This design comes from an exercise in tuning for small area, a short achievable clock period and few clock cycles on the open sky130 flow, not from production work.
Function was checked by simulation only, so behaviour that the tests miss may differ from the original.
Power is estimated from default activity; no workload was simulated.

===== design/flow/run.sh =====
#!/bin/bash
# synth_recipe.tcl (not shown) runs the flow's synth.tcl, then flattens the netlist and writes it again
# the make line also repeats each setting of config.mk as NAME=value (left out here)
make -C /OpenROAD-flow-scripts/flow DESIGN_CONFIG=/design/flow/config.mk WORK_HOME=/design/flow/orfs CLKGATE_MAP_FILE= SYNTH_SCRIPT=/design/flow/synth_recipe.tcl finish

===== design/flow/config.mk =====
export PLATFORM = sky130hd
export DESIGN_NAME = bct_encoder
export DESIGN_NICKNAME = bct_encoder
export VERILOG_FILES = /design/flow/design.v
export SDC_FILE = /design/flow/constraint.sdc
export NUM_CORES = 4
export LEC_CHECK = 0
export CAP_MARGIN = 20
export CORE_MARGIN = 2
export CORE_UTILIZATION = 40
export SLEW_MARGIN = 20

===== design/flow/constraint.sdc =====
create_clock -name core_clock -period 8.0 [get_ports {clk}]
set_input_delay 1.6000 -clock core_clock [delete_from_list [all_inputs] [get_ports {clk}]]
set_output_delay 1.6000 -clock core_clock [all_outputs]
set_load 0.01 [all_outputs]

===== design/flow/design.v =====
module bct_encoder (
    input  wire        clk,
    input  wire        rst,
    input  wire        start,
    output wire        ready,
    input  wire [15:0] cfg_len,     
    input  wire [1:0]  cfg_wsel,    
    input  wire        cfg_list,    
    input  wire        cfg_skip,    
    input  wire [5:0]  cfg_bw,      
    input  wire [15:0] cfg_mcl,     
    output reg         done,
    output reg         rd_req,
    output reg  [15:0] rd_idx,
    input  wire        rd_valid,
    input  wire [31:0] rd_data,
    output wire        out_valid,
    output wire [7:0]  out_data,
    input  wire        out_ready
);
    localparam K = 6;               
    localparam S_IDLE  = 4'd0;
    localparam S_HDR   = 4'd1;
    localparam S_RDL   = 4'd2;      
    localparam S_RDF   = 4'd3;      
    localparam S_NODE  = 4'd4;
    localparam S_SRCH  = 4'd5;
    localparam S_EMIT  = 4'd6;
    localparam S_LITW  = 4'd7;
    localparam S_LITP  = 4'd8;
    localparam S_LITL  = 4'd9;
    localparam S_POP   = 4'd10;
    localparam S_RECD  = 4'd11;
    localparam S_CLOSE = 4'd12;
    reg [3:0]  state;
    reg [15:0] len_r;
    reg [1:0]  wsel_r;
    reg        list_r;
    reg        skip_r;
    reg [15:0] mcl_r;
    reg [31:0] ebwmask;             
    reg [15:0] f, e, l;
    reg [5:0]  b;
    reg [31:0] lowmask;             
    reg [4:0]  nb;                  
    reg        lit_f;               
    reg        pw2;                 
    reg [3:0]  lg2;                 
    reg [31:0] F, L;
    reg [15:0] lo, hi;
    reg        rec;                 
    reg        issued;              
    reg [31:0] pend;                
    reg [15:0] stk [0:K-1];
    reg [2:0]  scnt;
    reg [47:0] acc;
    reg [5:0]  cnt;
    reg        closing;
    integer j;
    function [4:0] msb16;           
        input [15:0] v;
        integer k;
        begin
            msb16 = 5'd0;
            for (k = 0; k < 16; k = k + 1)
                if (v[k]) msb16 = k[4:0];
        end
    endfunction
    function [31:0] tmask;          
        input [5:0] n;
        integer k;
        begin
            for (k = 0; k < 32; k = k + 1)
                tmask[k] = (n > k);
        end
    endfunction
    reg        put_en;
    reg [31:0] put_val;
    reg [5:0]  put_n;
    wire room = (cnt <= 6'd16);
    assign out_valid = (cnt >= 6'd8) || (closing && cnt != 6'd0);
    assign out_data  = acc[7:0];
    assign ready     = (state == S_IDLE);
    wire        drain  = out_valid && out_ready;
    wire [47:0] merged = acc | ({16'd0, put_val} << cnt[4:0]);
    wire [5:0]  cnt_p  = cnt + (put_en ? put_n : 6'd0);
    always @(posedge clk) begin
        if (rst) begin
            cnt     <= 6'd0;
            closing <= 1'b0;
        end else if (state == S_IDLE) begin
            acc     <= 48'd0;
            cnt     <= 6'd0;
            closing <= 1'b0;
        end else begin
            if (state == S_CLOSE) closing <= 1'b1;
            if (drain) begin
                acc <= put_en ? (merged >> 8) : (acc >> 8);
                cnt <= (cnt_p >= 6'd8) ? cnt_p - 6'd8 : 6'd0;
            end else begin
                if (put_en) acc <= merged;
                cnt <= cnt_p;
            end
        end
    end
    wire [31:0] bsel  = lowmask ^ {1'b0, lowmask[31:1]};    
    wire        bitF  = |(F & bsel);
    wire        bitL  = |(L & bsel);
    wire        full  = skip_r && !list_r && pw2 && (b == {2'b00, lg2});
    wire [16:0] sum1  = {1'b0, lo} + {1'b0, rd_idx};
    wire [15:0] idxp1 = rd_idx + 16'd1;
    wire [16:0] sum0  = {1'b0, idxp1} + {1'b0, hi};
    wire        cont1 = lo < rd_idx;
    wire        cont0 = idxp1 < hi;
    wire        pbit  = |(rd_data & bsel);
    wire        pmatch = ~|((rd_data ^ L) & ebwmask & ~lowmask);
    wire        pred  = rec ? pmatch : pbit;
    wire [16:0] fe    = {1'b0, f} + {1'b0, e};
    reg  [4:0]  lv;
    always @(*) begin
        lv = 5'd0;
        for (j = 31; j >= 1; j = j - 1)
            if (pend[j]) lv = j[4:0];
    end
    reg         l_we;
    reg  [15:0] l_new;
    wire [4:0]  l_msb = msb16(l_new);
    always @(*) begin
        put_en  = 1'b0;
        put_val = 32'd0;
        put_n   = 6'd0;
        l_we    = 1'b0;
        l_new   = e - lo;
        case (state)
            S_IDLE: begin
                l_we  = start;
                l_new = cfg_len;
            end
            S_HDR: begin
                put_en  = 1'b1;
                put_val = list_r ? {16'd0, len_r}
                                 : ({16'd0, len_r - 16'd1} & tmask(6'd8 << wsel_r));
                put_n   = list_r ? 6'd57 : (6'd8 << wsel_r);
            end
            S_NODE: begin
                if (full) begin
                end else if (lit_f) begin
                    put_en  = room;
                    put_val = F & lowmask;
                    put_n   = b;
                end else if (bitF || !bitL) begin
                    put_en  = room;
                    put_val = bitF ? 32'd0 : {16'd0, l};
                    put_n   = {1'b0, nb};
                end
            end
            S_EMIT: begin
                put_en  = room;
                put_val = {16'd0, lo - f};
                put_n   = {1'b0, nb};
                l_we    = room;
                l_new   = e - lo;
            end
            S_LITP: begin
                put_en  = room;
                put_val = F & lowmask;
                put_n   = b;
            end
            S_LITL: begin
                put_en  = room;
                put_val = L & lowmask;
                put_n   = b;
            end
            S_POP: begin
                l_we  = 1'b1;
                l_new = f - stk[0];
            end
            S_RECD: begin
                l_we  = 1'b1;
                l_new = e - lo;
            end
            default: ;
        endcase
    end
    always @(posedge clk) begin
        if (l_we) begin
            l     <= l_new;
            nb    <= (l_new == 16'd0) ? 5'd0 : l_msb + 5'd1;
            lg2   <= l_msb[3:0];
            pw2   <= (l_new != 16'd0) && ((l_new & (l_new - 16'd1)) == 16'd0);
            lit_f <= (l_new <= ((state == S_IDLE) ? cfg_mcl : mcl_r));
        end
    end
    always @(posedge clk) begin
        if (rst) begin
            state  <= S_IDLE;
            done   <= 1'b0;
            rd_req <= 1'b0;
            pend   <= 32'd0;
            scnt   <= 3'd0;
        end else begin
            done <= 1'b0;
            case (state)
                S_IDLE: begin
                    if (start) begin
                        len_r   <= cfg_len;
                        wsel_r  <= cfg_wsel;
                        list_r  <= cfg_list;
                        skip_r  <= cfg_skip;
                        mcl_r   <= cfg_mcl;
                        b       <= (cfg_bw == 6'd0) ? (6'd8 << cfg_wsel) : cfg_bw;
                        ebwmask <= tmask((cfg_bw == 6'd0) ? (6'd8 << cfg_wsel) : cfg_bw);
                        lowmask <= tmask((cfg_bw == 6'd0) ? (6'd8 << cfg_wsel) : cfg_bw);
                        f       <= 16'd0;
                        e       <= cfg_len;
                        rd_idx  <= cfg_len - 16'd1;
                        rd_req  <= (cfg_len != 16'd0);
                        rec     <= 1'b0;
                        pend    <= 32'd0;
                        scnt    <= 3'd0;
                        state   <= S_HDR;
                    end
                end
                S_HDR: begin
                    state <= (len_r == 16'd0) ? S_CLOSE : S_RDL;
                end
                S_RDL: begin
                    if (rd_valid) begin
                        L <= rd_data;
                        if (rec) begin
                            if (e == 16'd1) begin
                                lo     <= 16'd0;
                                rd_req <= 1'b0;
                                state  <= S_RECD;
                            end else begin
                                lo     <= 16'd0;
                                hi     <= e - 16'd1;
                                rd_idx <= (e - 16'd1) >> 1;
                                state  <= S_SRCH;
                            end
                        end else if (full) begin
                            rd_req <= 1'b0;
                            state  <= S_POP;
                        end else if (l == 16'd1) begin
                            F      <= rd_data;
                            rd_req <= 1'b0;
                            state  <= S_NODE;
                        end else begin
                            rd_idx <= f;
                            state  <= S_RDF;
                        end
                    end
                end
                S_RDF: begin
                    if (rd_valid) begin
                        F      <= rd_data;
                        rd_req <= 1'b0;
                        state  <= S_NODE;
                    end
                end
                S_NODE: begin
                    if (full) begin
                        state <= S_POP;
                    end else if (lit_f) begin
                        if (room) begin
                            lo <= f + 16'd1;
                            if (l == 16'd1) begin
                                state <= S_POP;
                            end else if (l == 16'd2) begin
                                state <= S_LITL;
                            end else begin
                                rd_idx <= f + 16'd1;
                                rd_req <= 1'b1;
                                state  <= S_LITW;
                            end
                        end
                    end else if (bitF || !bitL) begin
                        if (room) begin
                            if (b == 6'd1) begin
                                state <= S_POP;
                            end else begin
                                b       <= b - 6'd1;
                                lowmask <= {1'b0, lowmask[31:1]};
                            end
                        end
                    end else begin
                        lo <= f + 16'd1;
                        hi <= e - 16'd1;
                        F  <= L;
                        if (l == 16'd2) begin
                            state <= S_EMIT;
                        end else begin
                            rd_idx <= fe[16:1];
                            rd_req <= 1'b1;
                            state  <= S_SRCH;
                        end
                    end
                end
                S_SRCH: begin
                    if (rd_valid) begin
                        if (pred) begin
                            hi <= rd_idx;
                            F  <= rd_data;
                            if (cont1) begin
                                rd_idx <= sum1[16:1];
                            end else begin
                                rd_req <= 1'b0;
                                state  <= rec ? S_RECD : S_EMIT;
                            end
                        end else begin
                            lo <= idxp1;
                            if (cont0) begin
                                rd_idx <= sum0[16:1];
                            end else begin
                                rd_req <= 1'b0;
                                state  <= rec ? S_RECD : S_EMIT;
                            end
                        end
                    end
                end
                S_EMIT: begin
                    if (room) begin
                        if (b == 6'd1) begin
                            state <= S_POP;
                        end else begin
                            pend[b - 6'd1] <= 1'b1;
                            stk[0] <= f;
                            for (j = 1; j < K; j = j + 1)
                                stk[j] <= stk[j-1];
                            if (scnt != K) scnt <= scnt + 3'd1;
                            f       <= lo;
                            b       <= b - 6'd1;
                            lowmask <= {1'b0, lowmask[31:1]};
                            state   <= S_NODE;
                        end
                    end
                end
                S_LITW: begin
                    if (rd_valid) begin
                        F <= rd_data;
                        if (room && (lo + 16'd2 < e)) begin
                            lo     <= lo + 16'd1;
                            rd_idx <= lo + 16'd1;
                            issued <= 1'b1;
                        end else begin
                            rd_req <= 1'b0;
                            issued <= 1'b0;
                        end
                        state <= S_LITP;
                    end
                end
                S_LITP: begin
                    if (room) begin
                        if (issued) begin
                            state <= S_LITW;
                        end else if (lo + 16'd2 < e) begin
                            lo     <= lo + 16'd1;
                            rd_idx <= lo + 16'd1;
                            rd_req <= 1'b1;
                            state  <= S_LITW;
                        end else begin
                            state <= S_LITL;
                        end
                    end
                end
                S_LITL: begin
                    if (room) state <= S_POP;
                end
                S_POP: begin
                    if (pend == 32'd0) begin
                        state <= S_CLOSE;
                    end else begin
                        pend[lv] <= 1'b0;
                        e        <= f;
                        b        <= {1'b0, lv};
                        lowmask  <= tmask({1'b0, lv});
                        rd_idx   <= f - 16'd1;
                        rd_req   <= 1'b1;
                        if (scnt != 3'd0) begin
                            f <= stk[0];
                            for (j = 0; j < K - 1; j = j + 1)
                                stk[j] <= stk[j+1];
                            scnt <= scnt - 3'd1;
                            rec  <= 1'b0;
                        end else begin
                            rec  <= 1'b1;
                        end
                        state <= S_RDL;
                    end
                end
                S_RECD: begin
                    f      <= lo;
                    rec    <= 1'b0;
                    rd_idx <= lo;
                    rd_req <= 1'b1;
                    state  <= S_RDF;
                end
                S_CLOSE: begin
                    if (cnt == 6'd0 || (closing && drain && cnt <= 6'd8)) begin
                        done  <= 1'b1;
                        state <= S_IDLE;
                    end
                end
                default: state <= S_IDLE;
            endcase
        end
    end
endmodule

==> run_results.csv <==
group,metric,value,unit
run_status,status,"finished clean",
layout,stdcell_count,5298,
routing,drtAntennaViolNets,0,
routing,drc,0,
min_path,min_from,"stk[4][11]",
logic_synthesis,synth_cell_types,103,
logic_synthesis,seq_area_frac_synth,38.2,%
clocking,tritoncts,"built",
timing,finalSetupViolCount,0,
min_path,hold_path_class,"flip-flop to flip-flop",
power_and_ir_drop,peakVddDrop,0.000261,V
clocking,clock_path_buffers,3,
layout,multi_input_area,0.0204,mm2
logic_synthesis,async_flop_share,0,%
timing,report.final.slew_viol_count,0,
setup_path,setup.worst_path.class,"flip-flop to flip-flop",
clocking,clock_latency,0.67,ns
clocking,htree_levels,2,
clocking,cts_num_sinks,471,
power_and_ir_drop,power,14.5,mW
setup_path,reg2reg_to,"cnt[2]",
routing,drtIter0Drc,3711,
floorplan,die_x,303,um
clocking,postCtsSetupBuffers,0,
layout,layout-drive-gt1-share,6.51,%
setup_path,endpoint_kind,"flip-flop",
floorplan,row_count,109,
global_routing,antenna_found_initial,5,
floorplan,io_pins,107,
setup_path,cp-start-kind,"flip-flop",
setup_path,crit_required,8.57,ns
power_and_ir_drop,power.share.switching,45.9,%
setup_path,path_common_cell,"a21oi_1",
timing,hold_viol_final,0,
logic_synthesis,syn_nets,4338,
layout,area_growth,12.1,%
power_and_ir_drop,leakagePower,14.8,nW
logic_synthesis,yosys_register_bits,471,
place,portBuffers,106,
setup_path,crit_chain,"a221oi_1, a31oi_1, or4_4, nor4_4, a21boi_1, a21oi_1, a211o_1, a21o_1, buf_4, nand2_1, inv_1, ha_1, a21o_1, a21oi_1, o21bai_1, a21oi_1, xor2_1, xnor2_1, nor2b_1, a211o_1, nor3_1",
timing,slew_headroom,18.0,%
setup_path,cp_max_fo,27,
setup_path,r2r-start,"lowmask[9]",
logic_synthesis,syn_area_per_cell,8.78,um2
routing,dr.pass1.iters,27,
place,dp_slack,2.07,ns
setup_path,reg2reg_depth,21,
place,dpl.cell_count,5187,
timing,fin_crit_sh,75.3,%
timing,setup_tns,0,ns
power_and_ir_drop,p_sw,6.66,mW
layout,num-fill-cells,8673,
logic_synthesis,yosys_warnings,2,
timing,hold_ws,0.445,ns
setup_path,rrSetupSlack,1.98,ns
setup_path,worst_path_largest_cell_delay,0.62,ns
timing,worst_slack,1.98,ns
timing,fin_skew,0.0212,ns
logic_synthesis,synth_cells,4069,
power_and_ir_drop,power.density,362,mW/mm2
global_routing,grt_max_degree,81,
clocking,cts_inserted_buffers,58,
setup_path,cpMaxStageDelayCell,"edfxtp_1",
timing,worst_pin_slew,1.22,ns
logic_synthesis,synth_edf_count,423,
global_routing,track_usage,30.2,%
routing,drt-total-wl,141,mm
min_path,holdPathStages,0,
power_and_ir_drop,p_int,7.84,mW
clocking,postCtsHoldBufs,0,
floorplan,core,0.0885,mm2
logic_synthesis,synth_ff_type,"edfxtp_1",
routing,num_vias,32800,
global_routing,grt_pass1_vias,31000,
power_and_ir_drop,p_clk_share,19.6,%
layout,nNetsFinal,4352,
floorplan,die_y,303,um
setup_path,cp.arrival,6.59,ns
timing,rsz0062_at_grt,"false",
clocking,cts_resized,0,
power_and_ir_drop,power.share.combinational,51.2,%
place,post-dp-hpwl,107,mm
min_path,min_to,"stk[5][11]",
clocking,clkSlewWorstSetupHoldPaths,0.06,ns
flow_run,max_cap_violations,0,
routing,avgRoutedWirePerCell,26.6,um
global_routing,grt_overflow,0,
floorplan,dieArea,0.0917,mm2
timing,min_period,6.02,ns
timing,fmax,166,MHz
routing,viasPerCell,6.19,
global_routing,grt_pass1_wl,207,mm
clocking,cts_root_buffer,"clkbuf_16",
logic_synthesis,syn_area,0.0357,mm2
floorplan,initial_utilization,40.4,%
power_and_ir_drop,sequentialPowerShare,29.2,%
place,globalplace.congestion,1.00,
layout,regArea,0.0137,mm2
sequential cells by signal, indices dropped and copies added, names as in the netlist, 3 cells and up:
name,count
stk,96
acc,48
F,32
L,32
ebwmask,32
lowmask,32
pend,32
e,16
f,16
hi,16
l,16
len_r,16
lo,16
mcl_r,16
rd_idx,16
b,6
cnt,6
nb,5
lg2,4
state,4
scnt,3
worst max-delay path, delay by kind of cell (launching register included):
family / cells / cell delay (ns)
AO/OA/AOI/OAI: 11 / 2.82
AND/OR/NAND/NOR: 5 / 1.54
flip-flops: 1 / 0.62
XOR/XNOR: 2 / 0.37
buffers and inverters: 2 / 0.29
adder cells (fa/ha/maj): 1 / 0.26
layer usage:
| metal | share of wire, % | GRT usage (%) | vias to the layer above | wire length [um] |
|---|---|---|---|---|
| met2 | 46 | 49.3 | 1581 | 65500 |
| met5 | 0.014 | 0 | - | 20 |
| met4 | 5.8 | 15.5 | 4 | 8230 |
| met1 | 40 | 38.6 | 15800 | 56700 |
| li1 | - | - | 15000 | - |
| met3 | 7.5 | 4.90 | 392 | 10600 |
stage by stage:
stage / utilization, % / area (um2)
floorplan: - / 35700
global placement: 43.0 / 38000
detailed placement: 43.0 / 38000
CTS: 45.2 / 40000
global route: 45.2 / 40000
finish: 45.2 / 40000
power by group through the flow:
stage                     combinational (mW)  clock [mW]  sequential [mW]
final                                   7.43        2.84             4.23
after global routing                    8.02        2.97             4.28
after CTS                               7.30        2.88             4.21
after detailed placement                7.27           0             4.26
after global placement                  7.23           0             4.25
after floorplan                         5.02           0             3.89
Yosys cell counts (14+ instances only):
library cell,n,area share [%]
xnor2_1,161,3.9
clkbuf_1,187,2.0
a21o_1,31,0.65
mux2_2,20,0.63
o21a_1,25,0.53
o21bai_1,29,0.61
mux2i_1,76,2.1
o22ai_1,26,0.46
a221oi_1,48,1.2
a32oi_1,20,0.49
nor2_1,317,3.3
a221o_1,21,0.59
nand2_1,609,6.4
nor4_1,39,0.68
a211o_1,14,0.34
xor2_1,85,2.1
nor3b_1,23,0.48
edfxtp_1,423,36
nand3b_1,24,0.50
nor3_1,118,1.7
a22oi_1,60,1.3
and3_1,27,0.47
o211ai_1,27,0.57
o221ai_1,19,0.47
a21oi_1,247,3.5
ha_1,182,6.4
a31oi_1,54,0.95
nor2b_1,29,0.51
o21ai_0,261,3.7
nand2b_1,69,1.2
buf_1,19,0.20
dfxtp_1,48,2.7
o31ai_1,28,0.59
or3_1,18,0.32
or2_2,14,0.25
nand3_1,79,1.1
and2_1,27,0.47
nand4_1,39,0.68
a22o_1,15,0.37
a211oi_1,55,1.2
inv_1,214,2.2
placed cells by master, fill, tap and decap left out, drive strengths merged, types with 60 or more instances in the layout:
master / netlist / layout
nand2: 609 / 609
nand3: 80 / 80
clkbuf: 188 / 71
a21oi: 248 / 248
xor2: 85 / 85
nand2b: 69 / 69
a22oi: 60 / 60
ha: 182 / 182
nor2: 317 / 317
edfxtp: 423 / 423
xnor2: 161 / 161
inv: 215 / 220
nor3: 118 / 118
clkdlybuf4s50: 0 / 105
o21ai: 267 / 267
buf: 43 / 80
mux2i: 76 / 76
logic make-up after synthesis:
logic type	Yosys count	share of synthesized area (%)
adder cells (fa/ha/maj)	191	6.85
XOR/XNOR	246	6.03
multiplexers	111	3.66
AND/OR/NAND/NOR	1478	19.3
buffers and inverters	449	4.94
AO/OA/AOI/OAI	1123	21.0
flip-flops	471	38.2
cell type report:
| class | count | area share, % |
|---|---|---|
| sequential | 471 | 34.1 |
| multi-input combinational | 3149 | 51.0 |
| inverter | 218 | 2.05 |
| antenna | 1 | 0.00625 |
| clock inverter | 38 | 1.13 |
| timing repair buffer | 185 | 4.15 |
| clock buffer | 71 | 3.85 |
| tap | 1165 | 3.64 |
how the worst max path moves through the flow:
stage	from	to	slack [ns]	depth (start not counted)
6_report	lowmask[9]	cnt[2]	1.98	21
5_1_grt	lowmask[9]	cnt[2]	1.62	21
4_1_cts	lowmask[9]	cnt[2]	2.09	21
3_5_place_dp	rd_data[19]	F[15]	2.07	12
3_3_place_gp	rd_data[19]	F[28]	2.15	12
2_1_floorplan	rst	ebwmask[0]	0.75	3
Testbench counts, summed over its fixed seeds: cycles 150,274.

==> re-timing with driven ports <==
The flow's constraints put no driver on any port. The routed layout listed below was extracted and timed again, unchanged, in two steps.
Step 1 sets driving cells, clkbuf_16 on the clock port and buf_2 on the other inputs (assumed; they add their load-dependent delay and slew).
Step 2 moves the port delays by t, midway between the first and last clock arrival at a register: inputs arrive t later, outputs are due t later. That takes back most of the time a late clock gives input paths.
Slacks: no drivers / after step 1 / after step 2; pairs: no drivers / after step 1.
shift t [ns]: 0.725
setup WS [ns]: 1.979 / 1.979 / 1.935
worst slew at a driven data input, ns: 0.15
After both steps this run still meets setup and hold. The setup slack of this run moves by 0.000 ns with the drivers and by -0.044 ns with both steps.
